This is an optimization exercise on Yosys and OpenROAD, whose aim is a short achievable clock period and few clock cycles, not a production implementation.
Function was checked by simulation only, so behaviour that the tests miss may differ from the original.
Power and IR drop assume default switching activity.

Setup of before:
// dlt645_rx
module dlt645_rx (
    input  wire        clk,
    input  wire        rst,           
    input  wire        strict,        
    input  wire        in_valid,
    output wire        in_ready,
    input  wire [31:0] in_data,
    input  wire [2:0]  in_nbytes,     
    output reg         out_valid,
    input  wire        out_ready,
    output reg         out_is_result,
    output wire [31:0] out_data,
    output wire [2:0]  out_nbytes,
    output reg         out_ok,
    output wire [2:0]  out_cause,
    output wire [15:0] out_count,
    output reg  [15:0] out_pre,
    output reg  [47:0] out_addr,
    output reg  [7:0]  out_ctrl,
    output reg  [7:0]  out_len,
    output reg  [7:0]  out_cs,
    output reg  [7:0]  out_end
);
Size: about 9,800 cells after synthesis, roughly 2,300 flip-flops, ~190 I/O pins, about 110,000 µm² of cells after synthesis.
clock: 4.0 ns
lec_check: 0
abc_clock_period_in_ps: 2000
cap_margin: 20
core_margin: 2
core_utilization: 35
cts_cluster_diameter: 100
cts_cluster_size: 20
setup_slack_margin: 1.8
slew_margin: 20
run.sh (not shown) runs the stock make flow with config.mk's settings and CLKGATE_MAP_FILE= SYNTH_SCRIPT=/design/flow/synth_recipe.tcl, a recipe that flattens the netlist after the stock synthesis.
Testbench counts of before, summed over its fixed seeds: cycles 7,331.
--- input diff before..after ---
--- a/flow/design.v
+++ b/flow/design.v
@@ -412,15 +412,14 @@
             t3_upd <= base_upd;
             t3_p   <= s3_p;
         end
     end
     wire [15:0] c_ncls [0:15];
     wire [7:0]  c_nr   [0:15];
     wire        c_any  [0:15];
-    wire [3:0]  c_rs   [0:15];
     wire [1:0]  c_pv   [0:15];
     wire        c_hs   [0:15];
     wire [1:0]  c_sl   [0:15];
     generate
         for (g = 0; g < 16; g = g + 1) begin : cl
             if (g != 14) begin : sc
                 wire [3:0]  u_s1err, u_restart, u_okv, u_dl, u_ld, u_alive, u_after, u_nor;
@@ -432,20 +431,18 @@
                     .fe(t3_fe), .s68(t3_s68), .e16(t3_e16), .z(t3_z), .one(t3_one),
                     .two(t3_two), .thr(t3_thr), .eq(b_eq), .dsm(t3_dsm), .dv(t3_dv),
                     .s1err(u_s1err), .restart(u_restart), .okv(u_okv),
                     .cause(u_cause), .dl(u_dl), .ld(u_ld), .alive(u_alive), .after_s(u_after),
                     .rC(u_rC), .rL(u_rL), .rCS(u_rCS),
                     .has_s(c_hs[g]), .s_l(c_sl[g]), .nrs(u_nor), .sm(u_sm), .pv(c_pv[g]),
                     .any_rs(c_any[g]), .ncls(c_ncls[g]), .nr(c_nr[g]));
-                assign c_rs[g] = u_restart;
             end else begin : db
                 assign c_ncls[g] = 16'd0;
                 assign c_nr[g]   = 8'd0;
                 assign c_any[g]  = 1'b0;
-                assign c_rs[g]   = 4'd0;
                 assign c_pv[g]   = 2'd0;
                 assign c_hs[g]   = 1'b0;
                 assign c_sl[g]   = 2'd0;
             end
         end
     endgenerate
     reg        s4_v;
@@ -453,18 +450,18 @@
     reg [4:0]  s4_nbh;
     reg [31:0] s4_d;
     reg [3:0]  s4_lv;
     reg [3:0]  s4_fe, s4_s68, s4_e16, s4_z, s4_one, s4_two, s4_thr, s4_eq;
     reg [31:0] s4_dv;
     reg [15:0] s4_dsm;
     reg [31:0] s4_p;
-    reg [15:0] s4_ncls [0:15];
+    reg [3:0]  s4_nc   [0:15];
     reg [7:0]  s4_nr   [6:9];
     reg [15:0] s4_add;         
-    reg [3:0]  s4_rs   [0:15]; 
+    reg [1:0]  s4_pv   [0:15]; 
     reg [15:0] s4_hs;          
     reg [1:0]  s4_sl   [0:15]; 
     reg [7:0]  s4_bv   [0:15]; 
     integer c6;
     always @(posedge clk) begin
         if (rst) begin
             s4_v <= 1'b0;
@@ -477,50 +474,51 @@
             s4_fe  <= t3_fe;  s4_s68 <= t3_s68; s4_e16 <= t3_e16;
             s4_z   <= t3_z;   s4_one <= t3_one; s4_two <= t3_two; s4_thr <= t3_thr;
             s4_eq  <= b_eq;
             s4_dv  <= t3_dv;
             s4_dsm <= t3_dsm;
             s4_p   <= t3_p;
             for (c6 = 0; c6 < 16; c6 = c6 + 1) begin
-                s4_ncls[c6] <= c_ncls[c6];
+                s4_nc[c6]   <= enc16(c_ncls[c6]);
                 s4_add[c6]  <= !c_any[c6];
-                s4_rs[c6]   <= c_rs[c6];
+                s4_pv[c6]   <= c_pv[c6];
                 s4_hs[c6]   <= c_hs[c6];
                 s4_sl[c6]   <= c_sl[c6];
                 s4_bv[c6]   <= t3_p[8*c_sl[c6] +: 8] & {8{c_hs[c6]}};
             end
             for (c6 = 6; c6 <= 9; c6 = c6 + 1)
                 s4_nr[c6] <= c_nr[c6];
         end
     end
     reg [15:0] cls;
     reg [7:0]  r;
     reg [15:0] pos;
     reg [15:0] m_ncls, db_ncls;
-    reg [3:0]  m_rs;
+    reg [3:0]  m_nc;
     reg [7:0]  m_nr;
     reg        m_add, m_hs;
     reg [1:0]  m_pv, m_sl;
     reg [7:0]  m_bv;
     reg [7:0]  req;            
     reg [15:0] pos_nb;         
     integer c7, j7;
     always @(*) begin
-        m_ncls = 16'd0; m_rs = 4'd0; m_nr = 8'd0; m_add = 1'b0; m_pv = 2'd0; m_hs = 1'b0; m_sl = 2'd0; m_bv = 8'd0;
+        m_nc = 4'd0; m_nr = 8'd0; m_add = 1'b0; m_pv = 2'd0; m_hs = 1'b0; m_sl = 2'd0; m_bv = 8'd0;
         for (c7 = 0; c7 < 16; c7 = c7 + 1) begin
-            m_ncls = m_ncls | ({16{cls[c7]}} & s4_ncls[c7]);
-            m_rs   = m_rs   | ({4{cls[c7]}}  & s4_rs[c7]);
+            m_nc   = m_nc   | ({4{cls[c7]}}  & s4_nc[c7]);
             m_add  = m_add  | (cls[c7] & s4_add[c7]);
+            m_pv   = m_pv   | ({2{cls[c7]}}  & s4_pv[c7]);
             m_hs   = m_hs   | (cls[c7] & s4_hs[c7]);
             m_sl   = m_sl   | ({2{cls[c7]}}  & s4_sl[c7]);
             m_bv   = m_bv   | ({8{cls[c7]}}  & s4_bv[c7]);
         end
         for (c7 = 6; c7 <= 9; c7 = c7 + 1)
             m_nr = m_nr | ({8{cls[c7]}} & s4_nr[c7]);
-        m_pv = s4_n[1:0] - 2'd1 - (m_rs[3] ? 2'd3 : m_rs[2] ? 2'd2 : m_rs[1] ? 2'd1 : 2'd0);
+        for (c7 = 0; c7 < 16; c7 = c7 + 1)
+            m_ncls[c7] = (m_nc == c7);
         pos_nb = ({16{s4_nbh[1]}} & inc16(pos, 3'd1)) | ({16{s4_nbh[2]}} & inc16(pos, 3'd2))
                | ({16{s4_nbh[3]}} & inc16(pos, 3'd3)) | ({16{s4_nbh[4]}} & inc16(pos, 3'd4));
         for (j7 = 0; j7 < 8; j7 = j7 + 1)
             req[j7] = (r == j7);
         db_ncls = 16'd0;
         for (j7 = 0; j7 < 4; j7 = j7 + 1)
             db_ncls[10+j7] = (s4_nbh[1] & req[j7+1]) | (s4_nbh[2] & req[j7+2])
Results
Between before and after, combinational fraction of design power increased.
met2 capacity usage during global routing was lower in before than in after.
Comparing multi-input logic portion of the cell area for after and before, the bigger number came from after.
In the final design statistics, after uses fewer standard cells in total than before.
Proportion of power drawn by flip-flops and latches: after vs before down 1.1 points
Summary of the comparison: number of global-route vias before repair is lower in after, relative to before.
Per the comparison of after with before, post-route core utilization has increased, non-clock inverter count in the final layout decreased by 3 relative to the old numbers, period utilization climbed 4.6 points, cell count after placement saw a decrease, largest net degree at the start of global routing has decreased.
after ended up with reg2reg as its classification of the worst-slack hold path; before ended up with in2reg.
Summary of after over before: first-iteration DRC count moved down, relative area change from synthesis to final layout moved up.
Testbench counts of after, summed over its fixed seeds: cycles 7,331.

static timing again, ports no longer ideal:
How much do the figures lean on ideal ports? The routed layouts below were timed once more, with nothing changed but the port constraints. Step 1: set_driving_cell puts a clkbuf_16 on clk and a buf_2 on each other input, an assumption about the parent block. Step 2 also shifts input and output timing later by t, the mid clock arrival at the registers, as if the neighbouring blocks saw the same clock. Slacks: ideal ports / drivers / drivers and shift; pairs: ideal ports / drivers.
run | t, ns | setup WS [ns] | hold WS [ns] | latest minus earliest clock arrival (ns) | worst slew at a driven data input, ns
before | 0.933 | 1.627 / 1.626 / 0.902 | 0.323 / 0.380 / 0.403 | 0.094 / 0.095 | 0.24
after | 0.934 | 1.442 / 1.442 / 0.704 | 0.374 / 0.374 / 0.374 | 0.074 / 0.074 | 0.13
After both steps setup and hold are still met in every run listed. The setup slack of after, which loses most, moves by 0.000 ns with the drivers and by -0.738 ns with both steps.
